What follows belongs to an exercise in optimizing a design on an open flow for small area, a short achievable clock period and few clock cycles per item; a production flow would make more cautious choices.
In this exercise RTL edits were held to simulation tests only and were not proved equivalent to the original.
Power figures rest on the tool's default switching activity, not on a simulated workload.

==> inputs of job 4465 <==
Design lamp_display_mux, start of the top module:
module lamp_display_mux (
    input  wire        clk,
    input  wire        rst,
    input  wire        cmd_valid,
    output wire        cmd_ready,
    input  wire [63:0] cmd,
    output reg         rsp_valid,
    output wire [31:0] rsp,
    input  wire        step_valid,
    output wire        step_ready,
    output reg         step_done,
    output wire [7:0]  lamp_strobe,
    output wire [7:0]  lamp_data,
    output wire [7:0]  disp_strobe,
    output wire [7:0]  disp_data_a,
    output wire [7:0]  disp_data_b
);
clock: 8.0 ns
lec_check: 0
abc_area: 1
cap_margin: 20
core_margin: 2
core_utilization: 40
place_density: 0.6
setup_slack_margin: 2.7
slew_margin: 20
run.sh (not shown) runs the stock make flow with config.mk's settings and CLKGATE_MAP_FILE= SYNTH_SCRIPT=/design/flow/synth_recipe.tcl, a recipe that flattens the netlist after the stock synthesis.
==> inputs of job 1575, as changes to job 4465 <==
--- a/flow/design.v
+++ b/flow/design.v
@@ -66,14 +66,16 @@
     output reg  [7:0]   idx_fp,
     output reg  [63:0]  flash,
     output reg  [63:0]  after        
 );
     integer i, g;
     reg [7:0]  gt_hi, eq_hi, gt_lo;
-    reg [63:0] cand, oh;
-    reg [7:0]  gor;
+    reg [63:0] cand;
+    reg [7:0]  gor, goh;
+    reg [2:0]  bank_lo [0:7];
+    reg [7:0]  bank_fp [0:7];
     reg        below;
     reg [2:0]  rb, rb2;
     wire [2:0] rptr_hi = ptr[5:3] - sbp;
     always @(*) begin
         for (i = 0; i < 8; i = i + 1) begin
             rb = i[2:0] - sbp;
@@ -83,33 +85,41 @@
         end
         for (i = 0; i < 64; i = i + 1) begin
             flash[i] = (fp[8*i +: 8] != 8'd0);
             after[i] = gt_hi[i / 8] || (eq_hi[i / 8] && gt_lo[i % 8]);
             cand[i]  = flash[i] && after[i];
         end
-        for (g = 0; g < 8; g = g + 1)
-            gor[g] = (cand[8*g +: 8] != 8'd0);
+        for (g = 0; g < 8; g = g + 1) begin
+            gor[g]   = (cand[8*g +: 8] != 8'd0);
+            below    = 1'b0;
+            bank_lo[g] = 3'd0;
+            bank_fp[g] = 8'd0;
+            for (i = 0; i < 8; i = i + 1) begin
+                if (cand[8*g + i] && !below) begin
+                    bank_lo[g] = bank_lo[g] | i[2:0];
+                    bank_fp[g] = bank_fp[g] | fp[8*(8*g + i) +: 8];
+                end
+                below = below | cand[8*g + i];
+            end
+        end
         for (g = 0; g < 8; g = g + 1) begin
             below = 1'b0;
             rb = g[2:0] - sb;
             for (i = 0; i < 8; i = i + 1) begin
                 rb2 = i[2:0] - sb;
                 if (rb2 < rb)
                     below = below | gor[i];
             end
-            for (i = 0; i < 8; i = i + 1) begin
-                oh[8*g + i] = cand[8*g + i] && !below;
-                below = below | cand[8*g + i];
-            end
+            goh[g] = gor[g] && !below;
         end
         idx    = 6'd0;
         idx_fp = 8'd0;
-        for (i = 0; i < 64; i = i + 1) begin
-            if (oh[i]) begin
-                idx    = idx | i;
-                idx_fp = idx_fp | fp[8*i +: 8];
+        for (g = 0; g < 8; g = g + 1) begin
+            if (goh[g]) begin
+                idx    = idx | {g[2:0], bank_lo[g]};
+                idx_fp = idx_fp | bank_fp[g];
             end
         end
     end
     assign found = (gor != 8'd0);
 endmodule
 module ldm_flashq (
@@ -130,13 +140,13 @@
     output reg         rsp_valid,
     output wire [31:0] rsp,
     input  wire        step_valid,
     output wire        step_ready,
     output reg         step_done,
     output wire [7:0]  lamp_strobe,
-    output wire [7:0]  lamp_data,
+    output reg  [7:0]  lamp_data,
     output wire [7:0]  disp_strobe,
     output wire [7:0]  disp_data_a,
     output wire [7:0]  disp_data_b
 );
     localparam [7:0] OP_UPDATE    = 8'h3F;
     localparam [7:0] OP_LAMPSET   = 8'h40;
@@ -183,28 +193,34 @@
     wire op_field   = op_dispval | op_dispblk | op_dispgtb;
     wire op_known   = op_lampset | op_lampoff | op_field | op_update;
     wire lamp_id_ok  = (arg_a[7:6] == 2'b00);
     wire field_id_ok = (arg_a[7:3] == 5'd0) && !(arg_a[2] && arg_a[1]);
     wire field_aux   = arg_a[2];             
     assign lamp_strobe = 8'd1 << lamp_bank;
+    wire [2:0] step_bank = lamp_bank + 3'd1;
+    wire [7:0] step_dec  = 8'd1 << step_bank;
+    wire       step_c1z  = (step_bank == 3'd0) ? dimc1 : !dimc1;
+    wire       step_c2z  = (step_bank == 3'd0) ? (dimc2 == 2'd2) : (dimc2 == 2'd0);
     reg [7:0] bank_on, bank_dim1, bank_dim2;
     always @(*) begin
         bank_on   = 8'd0;
         bank_dim1 = 8'd0;
         bank_dim2 = 8'd0;
         for (i = 0; i < 8; i = i + 1) begin
-            if (lamp_strobe[i]) begin
+            if (step_dec[i]) begin
                 bank_on   = bank_on   | lamp_on[8*i +: 8];
                 bank_dim1 = bank_dim1 | lamp_dim1[8*i +: 8];
                 bank_dim2 = bank_dim2 | lamp_dim2[8*i +: 8];
             end
         end
     end
-    assign lamp_data   = bank_on & ((~bank_dim1 & ~bank_dim2) |
-                                    (dimc1 ? 8'h00 : bank_dim1) |
-                                    ((dimc2 == 2'd0) ? bank_dim2 : 8'h00));
+    always @(posedge clk)
+        if (acc_step)
+            lamp_data <= bank_on & ((~bank_dim1 & ~bank_dim2) |
+                                    (step_c1z ? bank_dim1 : 8'h00) |
+                                    (step_c2z ? bank_dim2 : 8'h00));
     assign disp_strobe = {4'd0, disp_slot};
     reg [3:0] lane0, lane1, lane2, lane3;
     always @(*) begin
         lane0 = 4'hF;
         lane1 = 4'hF;
         lane2 = 4'hF;
@@ -255,33 +271,35 @@
     end
     reg [TW-1:0] treg;           
     reg [R1-1:0] tq_hi;          
     reg [2:0]    rem5;
     reg [NS-2:0] d5_sel;         
     reg  [23:0] bcd;
-    reg  [23:0] dvreg;           
+    reg  [27:0] dvreg;           
     reg  [1:0]  dv_k;            
     reg  [2:0]  dv_field;
-    wire [1:0]  dv_n1 = (arg_w[31:24] != 8'd0) ? 2'd3 :
-                        (arg_w[23:16] != 8'd0) ? 2'd2 :
-                        (arg_w[15:8]  != 8'd0) ? 2'd1 : 2'd0;
-    reg  [7:0]  dv_top, dv_chunk;
+    wire [2:0]  dv_n1 = (arg_w[31:28] != 4'd0) ? 3'd4 :
+                        (arg_w[27:21] != 7'd0) ? 3'd3 :
+                        (arg_w[20:14] != 7'd0) ? 3'd2 :
+                        (arg_w[13:7]  != 7'd0) ? 3'd1 : 3'd0;
+    reg  [6:0]  dv_top, dv_chunk;
     always @(*) begin
-        dv_top   = 8'd0;
-        dv_chunk = 8'd0;
+        dv_top   = 7'd0;
+        dv_chunk = 7'd0;
+        for (i = 0; i < 4; i = i + 1)
+            if (dv_n1 == i) dv_top = dv_top | arg_w[7*i +: 7];
+        if (dv_n1 == 3'd4) dv_top = dv_top | {3'd0, arg_w[31:28]};
         for (i = 0; i < 4; i = i + 1)
-            if (dv_n1 == i) dv_top = dv_top | arg_w[8*i +: 8];
-        for (i = 0; i < 3; i = i + 1)
-            if (dv_k == i) dv_chunk = dv_chunk | dvreg[8*i +: 8];
+            if (dv_k == i) dv_chunk = dv_chunk | dvreg[7*i +: 7];
     end
     wire [23:0] bcd_first, bcd_cont;
-    ldm_dd #(.N(8)) u_dd_first (.bcd_in(24'd0), .bits(dv_top), .bcd_out(bcd_first));
-    ldm_dd #(.N(8)) u_dd_cont  (.bcd_in(bcd), .bits(dv_chunk), .bcd_out(bcd_cont));
+    ldm_dd #(.N(7)) u_dd_first (.bcd_in(24'd0), .bits(dv_top), .bcd_out(bcd_first));
+    ldm_dd #(.N(7)) u_dd_cont  (.bcd_in(bcd), .bits(dv_chunk), .bcd_out(bcd_cont));
     wire [23:0] bcd_new   = st_dv ? bcd_cont : bcd_first;
     wire acc_dispval = acc_cmd && op_dispval && field_id_ok;
-    wire dv_last     = st_dv ? (dv_k == 2'd0) : (dv_n1 == 2'd0);
+    wire dv_last     = st_dv ? (dv_k == 2'd0) : (dv_n1 == 3'd0);
     wire dv_write    = (st_dv || acc_dispval) && dv_last;
     wire [2:0] dv_wfield = st_dv ? dv_field : arg_a[2:0];
     function [3:0] div5_bit;     
         input [2:0] r;
         input       b;
         reg   [3:0] x;
@@ -511,17 +529,17 @@
                 wr_hi <= pidx[NS][5:3] - upd_sb;
                 wr_lo <= pidx[NS][2:0];
             end
         end
         if (acc_dispval || st_dv) begin
             bcd  <= bcd_new;
-            dv_k <= st_dv ? dv_k - 2'd1 : dv_n1 - 2'd1;
+            dv_k <= st_dv ? dv_k - 2'd1 : dv_n1[1:0] - 2'd1;
         end
         if (acc_dispval) begin
             dv_field <= arg_a[2:0];
-            dvreg    <= arg_w[23:0];
+            dvreg    <= arg_w[27:0];
         end
     end
     always @(posedge clk) begin
         if (rst) begin
             for (i = 1; i <= NS; i = i + 1)
                 pv[i] <= 1'b0;
--- a/flow/config.mk
+++ b/flow/config.mk
@@ -7,8 +7,8 @@
 export LEC_CHECK = 0
 export ABC_AREA = 1
 export CAP_MARGIN = 20
 export CORE_MARGIN = 2
 export CORE_UTILIZATION = 40
 export PLACE_DENSITY = 0.6
-export SETUP_SLACK_MARGIN = 2.7
+export SETUP_SLACK_MARGIN = 3.4
 export SLEW_MARGIN = 20
==> inputs of job 9806, as changes to job 4465 <==
--- a/flow/design.v
+++ b/flow/design.v
@@ -66,14 +66,16 @@
     output reg  [7:0]   idx_fp,
     output reg  [63:0]  flash,
     output reg  [63:0]  after        
 );
     integer i, g;
     reg [7:0]  gt_hi, eq_hi, gt_lo;
-    reg [63:0] cand, oh;
-    reg [7:0]  gor;
+    reg [63:0] cand;
+    reg [7:0]  gor, goh;
+    reg [2:0]  bank_lo [0:7];
+    reg [7:0]  bank_fp [0:7];
     reg        below;
     reg [2:0]  rb, rb2;
     wire [2:0] rptr_hi = ptr[5:3] - sbp;
     always @(*) begin
         for (i = 0; i < 8; i = i + 1) begin
             rb = i[2:0] - sbp;
@@ -83,33 +85,41 @@
         end
         for (i = 0; i < 64; i = i + 1) begin
             flash[i] = (fp[8*i +: 8] != 8'd0);
             after[i] = gt_hi[i / 8] || (eq_hi[i / 8] && gt_lo[i % 8]);
             cand[i]  = flash[i] && after[i];
         end
-        for (g = 0; g < 8; g = g + 1)
-            gor[g] = (cand[8*g +: 8] != 8'd0);
+        for (g = 0; g < 8; g = g + 1) begin
+            gor[g]   = (cand[8*g +: 8] != 8'd0);
+            below    = 1'b0;
+            bank_lo[g] = 3'd0;
+            bank_fp[g] = 8'd0;
+            for (i = 0; i < 8; i = i + 1) begin
+                if (cand[8*g + i] && !below) begin
+                    bank_lo[g] = bank_lo[g] | i[2:0];
+                    bank_fp[g] = bank_fp[g] | fp[8*(8*g + i) +: 8];
+                end
+                below = below | cand[8*g + i];
+            end
+        end
         for (g = 0; g < 8; g = g + 1) begin
             below = 1'b0;
             rb = g[2:0] - sb;
             for (i = 0; i < 8; i = i + 1) begin
                 rb2 = i[2:0] - sb;
                 if (rb2 < rb)
                     below = below | gor[i];
             end
-            for (i = 0; i < 8; i = i + 1) begin
-                oh[8*g + i] = cand[8*g + i] && !below;
-                below = below | cand[8*g + i];
-            end
+            goh[g] = gor[g] && !below;
         end
         idx    = 6'd0;
         idx_fp = 8'd0;
-        for (i = 0; i < 64; i = i + 1) begin
-            if (oh[i]) begin
-                idx    = idx | i;
-                idx_fp = idx_fp | fp[8*i +: 8];
+        for (g = 0; g < 8; g = g + 1) begin
+            if (goh[g]) begin
+                idx    = idx | {g[2:0], bank_lo[g]};
+                idx_fp = idx_fp | bank_fp[g];
             end
         end
     end
     assign found = (gor != 8'd0);
 endmodule
 module ldm_flashq (
@@ -130,16 +140,16 @@
     output reg         rsp_valid,
     output wire [31:0] rsp,
     input  wire        step_valid,
     output wire        step_ready,
     output reg         step_done,
     output wire [7:0]  lamp_strobe,
-    output wire [7:0]  lamp_data,
+    output reg  [7:0]  lamp_data,
     output wire [7:0]  disp_strobe,
-    output wire [7:0]  disp_data_a,
-    output wire [7:0]  disp_data_b
+    output reg  [7:0]  disp_data_a,
+    output reg  [7:0]  disp_data_b
 );
     localparam [7:0] OP_UPDATE    = 8'h3F;
     localparam [7:0] OP_LAMPSET   = 8'h40;
     localparam [7:0] OP_LAMPOFF   = 8'h41;
     localparam [7:0] OP_DISPVAL   = 8'h48;
     localparam [7:0] OP_DISPBLANK = 8'h49;
@@ -183,47 +193,57 @@
     wire op_field   = op_dispval | op_dispblk | op_dispgtb;
     wire op_known   = op_lampset | op_lampoff | op_field | op_update;
     wire lamp_id_ok  = (arg_a[7:6] == 2'b00);
     wire field_id_ok = (arg_a[7:3] == 5'd0) && !(arg_a[2] && arg_a[1]);
     wire field_aux   = arg_a[2];             
     assign lamp_strobe = 8'd1 << lamp_bank;
+    wire [2:0] step_bank = lamp_bank + 3'd1;
+    wire [7:0] step_dec  = 8'd1 << step_bank;
+    wire       step_c1z  = (step_bank == 3'd0) ? dimc1 : !dimc1;
+    wire       step_c2z  = (step_bank == 3'd0) ? (dimc2 == 2'd2) : (dimc2 == 2'd0);
     reg [7:0] bank_on, bank_dim1, bank_dim2;
     always @(*) begin
         bank_on   = 8'd0;
         bank_dim1 = 8'd0;
         bank_dim2 = 8'd0;
         for (i = 0; i < 8; i = i + 1) begin
-            if (lamp_strobe[i]) begin
+            if (step_dec[i]) begin
                 bank_on   = bank_on   | lamp_on[8*i +: 8];
                 bank_dim1 = bank_dim1 | lamp_dim1[8*i +: 8];
                 bank_dim2 = bank_dim2 | lamp_dim2[8*i +: 8];
             end
         end
     end
-    assign lamp_data   = bank_on & ((~bank_dim1 & ~bank_dim2) |
-                                    (dimc1 ? 8'h00 : bank_dim1) |
-                                    ((dimc2 == 2'd0) ? bank_dim2 : 8'h00));
+    always @(posedge clk)
+        if (acc_step)
+            lamp_data <= bank_on & ((~bank_dim1 & ~bank_dim2) |
+                                    (step_c1z ? bank_dim1 : 8'h00) |
+                                    (step_c2z ? bank_dim2 : 8'h00));
     assign disp_strobe = {4'd0, disp_slot};
+    wire [3:0] step_slot = disp_slot + 4'd1;
     reg [3:0] lane0, lane1, lane2, lane3;
     always @(*) begin
         lane0 = 4'hF;
         lane1 = 4'hF;
         lane2 = 4'hF;
         lane3 = 4'hF;
-        if (disp_slot < 4'd6) begin
-            if (blank_main[0  + disp_slot[2:0]]) lane0 = dig_main[0  + 4*disp_slot[2:0] +: 4];
-            if (blank_main[6  + disp_slot[2:0]]) lane1 = dig_main[24 + 4*disp_slot[2:0] +: 4];
-            if (blank_main[12 + disp_slot[2:0]]) lane2 = dig_main[48 + 4*disp_slot[2:0] +: 4];
-            if (blank_main[18 + disp_slot[2:0]]) lane3 = dig_main[72 + 4*disp_slot[2:0] +: 4];
-        end else if (disp_slot[3:1] == 3'b100) begin
-            if (blank_aux[0 + disp_slot[0]]) lane0 = dig_aux[0 + 4*disp_slot[0] +: 4];
-            if (blank_aux[2 + disp_slot[0]]) lane1 = dig_aux[8 + 4*disp_slot[0] +: 4];
+        if (step_slot < 4'd6) begin
+            if (blank_main[0  + step_slot[2:0]]) lane0 = dig_main[0  + 4*step_slot[2:0] +: 4];
+            if (blank_main[6  + step_slot[2:0]]) lane1 = dig_main[24 + 4*step_slot[2:0] +: 4];
+            if (blank_main[12 + step_slot[2:0]]) lane2 = dig_main[48 + 4*step_slot[2:0] +: 4];
+            if (blank_main[18 + step_slot[2:0]]) lane3 = dig_main[72 + 4*step_slot[2:0] +: 4];
+        end else if (step_slot[3:1] == 3'b100) begin
+            if (blank_aux[0 + step_slot[0]]) lane0 = dig_aux[0 + 4*step_slot[0] +: 4];
+            if (blank_aux[2 + step_slot[0]]) lane1 = dig_aux[8 + 4*step_slot[0] +: 4];
         end
     end
-    assign disp_data_a = {lane1, lane0};
-    assign disp_data_b = {lane3, lane2};
+    always @(posedge clk)
+        if (acc_step) begin
+            disp_data_a <= {lane1, lane0};
+            disp_data_b <= {lane3, lane2};
+        end
     reg       rsp_err;           
     reg       rsp_rsv;           
     reg [5:0] rsp_data;
     assign rsp = {1'b0, rsp_err, 1'b0, rsp_rsv, 22'd0, rsp_data};
     wire [15:0] period_ms = arg_w[15:0];
     wire [7:0]  flash_q;
@@ -255,33 +275,35 @@
     end
     reg [TW-1:0] treg;           
     reg [R1-1:0] tq_hi;          
     reg [2:0]    rem5;
     reg [NS-2:0] d5_sel;         
     reg  [23:0] bcd;
-    reg  [23:0] dvreg;           
+    reg  [27:0] dvreg;           
     reg  [1:0]  dv_k;            
     reg  [2:0]  dv_field;
-    wire [1:0]  dv_n1 = (arg_w[31:24] != 8'd0) ? 2'd3 :
-                        (arg_w[23:16] != 8'd0) ? 2'd2 :
-                        (arg_w[15:8]  != 8'd0) ? 2'd1 : 2'd0;
-    reg  [7:0]  dv_top, dv_chunk;
+    wire [2:0]  dv_n1 = (arg_w[31:28] != 4'd0) ? 3'd4 :
+                        (arg_w[27:21] != 7'd0) ? 3'd3 :
+                        (arg_w[20:14] != 7'd0) ? 3'd2 :
+                        (arg_w[13:7]  != 7'd0) ? 3'd1 : 3'd0;
+    reg  [6:0]  dv_top, dv_chunk;
     always @(*) begin
-        dv_top   = 8'd0;
-        dv_chunk = 8'd0;
+        dv_top   = 7'd0;
+        dv_chunk = 7'd0;
+        for (i = 0; i < 4; i = i + 1)
+            if (dv_n1 == i) dv_top = dv_top | arg_w[7*i +: 7];
+        if (dv_n1 == 3'd4) dv_top = dv_top | {3'd0, arg_w[31:28]};
         for (i = 0; i < 4; i = i + 1)
-            if (dv_n1 == i) dv_top = dv_top | arg_w[8*i +: 8];
-        for (i = 0; i < 3; i = i + 1)
-            if (dv_k == i) dv_chunk = dv_chunk | dvreg[8*i +: 8];
+            if (dv_k == i) dv_chunk = dv_chunk | dvreg[7*i +: 7];
     end
     wire [23:0] bcd_first, bcd_cont;
-    ldm_dd #(.N(8)) u_dd_first (.bcd_in(24'd0), .bits(dv_top), .bcd_out(bcd_first));
-    ldm_dd #(.N(8)) u_dd_cont  (.bcd_in(bcd), .bits(dv_chunk), .bcd_out(bcd_cont));
+    ldm_dd #(.N(7)) u_dd_first (.bcd_in(24'd0), .bits(dv_top), .bcd_out(bcd_first));
+    ldm_dd #(.N(7)) u_dd_cont  (.bcd_in(bcd), .bits(dv_chunk), .bcd_out(bcd_cont));
     wire [23:0] bcd_new   = st_dv ? bcd_cont : bcd_first;
     wire acc_dispval = acc_cmd && op_dispval && field_id_ok;
-    wire dv_last     = st_dv ? (dv_k == 2'd0) : (dv_n1 == 2'd0);
+    wire dv_last     = st_dv ? (dv_k == 2'd0) : (dv_n1 == 3'd0);
     wire dv_write    = (st_dv || acc_dispval) && dv_last;
     wire [2:0] dv_wfield = st_dv ? dv_field : arg_a[2:0];
     function [3:0] div5_bit;     
         input [2:0] r;
         input       b;
         reg   [3:0] x;
@@ -511,17 +533,17 @@
                 wr_hi <= pidx[NS][5:3] - upd_sb;
                 wr_lo <= pidx[NS][2:0];
             end
         end
         if (acc_dispval || st_dv) begin
             bcd  <= bcd_new;
-            dv_k <= st_dv ? dv_k - 2'd1 : dv_n1 - 2'd1;
+            dv_k <= st_dv ? dv_k - 2'd1 : dv_n1[1:0] - 2'd1;
         end
         if (acc_dispval) begin
             dv_field <= arg_a[2:0];
-            dvreg    <= arg_w[23:0];
+            dvreg    <= arg_w[27:0];
         end
     end
     always @(posedge clk) begin
         if (rst) begin
             for (i = 1; i <= NS; i = i + 1)
                 pv[i] <= 1'b0;
==> flow/config.mk (replaced) <==
export PLATFORM = sky130hd
export DESIGN_NAME = lamp_display_mux
export DESIGN_NICKNAME = lamp_display_mux
export VERILOG_FILES = /design/flow/design.v
export SDC_FILE = /design/flow/constraint.sdc
export NUM_CORES = 4
export LEC_CHECK = 0
export ABC_AREA = 1
export CAP_MARGIN = 20
export CORE_MARGIN = 2
export CORE_UTILIZATION = 48
export PLACE_DENSITY = 0.65
export SETUP_SLACK_MARGIN = 3.2
export SLEW_MARGIN = 20
==> inputs of job 7189, as changes to job 4465 <==
--- a/flow/config.mk
+++ b/flow/config.mk
@@ -7,8 +7,8 @@
 export LEC_CHECK = 0
 export ABC_AREA = 1
 export CAP_MARGIN = 20
 export CORE_MARGIN = 2
 export CORE_UTILIZATION = 40
 export PLACE_DENSITY = 0.6
-export SETUP_SLACK_MARGIN = 2.7
+export SETUP_SLACK_MARGIN = 2.3
 export SLEW_MARGIN = 20
==> run notes <==
- Against job 7189, the clock skew of job 1575 is lower by 0.00096 ns.
- The highest total power belongs to job 1575, the lowest to job 7189.
- Combinational power, highest first: job 1575, job 9806, job 4465, job 7189.
- Register-to-register slack, highest first: job 1575, job 9806, job 4465, job 7189.
- Of job 4465 and job 9806, job 9806 has the higher sequential share of layout area (gap 0.65 points).
Testbench counts of job 4465, summed over its fixed seeds: cycles 5,950, items 3,200.
Testbench counts of job 1575, summed over its fixed seeds: cycles 6,035, items 3,200.
Testbench counts of job 9806, summed over its fixed seeds: cycles 6,035, items 3,200.
Testbench counts of job 7189, summed over its fixed seeds: cycles 5,950, items 3,200.

[static timing again, ports no longer ideal]
In the flow no input, the clock included, has a driving cell. The finished layouts below were timed again as built, in two steps.
Step 1 sets driving cells, clkbuf_16 on the clock port and buf_2 on the other inputs (assumed; they add their load-dependent delay and slew).
Step 2 adds t to the input delays and takes it off the output delays; t is the mean of the earliest and latest rising clock arrival at the registers after step 1. Input paths then give back, and output paths get back, about the clock's delay inside the block.
a / b / c = ideal ports / drivers / drivers and shift; a / b = the first two.
| run | t (ns) | slack for setup (ns) | hold slack, ns | worst data-port slew with drivers (ns) |
|---|---|---|---|---|
| job 4465 | 0.878 | 2.769 / 2.697 / 2.009 | 0.315 / 0.315 / 0.315 | 0.26 |
| job 1575 | 0.875 | 3.217 / 3.217 / 2.359 | 0.317 / 0.317 / 0.317 | 0.19 |
| job 9806 | 0.855 | 3.072 / 3.074 / 2.268 | 0.325 / 0.325 / 0.325 | 0.19 |
| job 7189 | 0.866 | 2.338 / 2.246 / 1.799 | 0.315 / 0.315 / 0.315 | 0.19 |
After both steps setup and hold are still met in every run listed. For job 1575, which loses most, drivers alone change the setup slack by 0.000 ns; drivers and shift together by -0.858 ns.
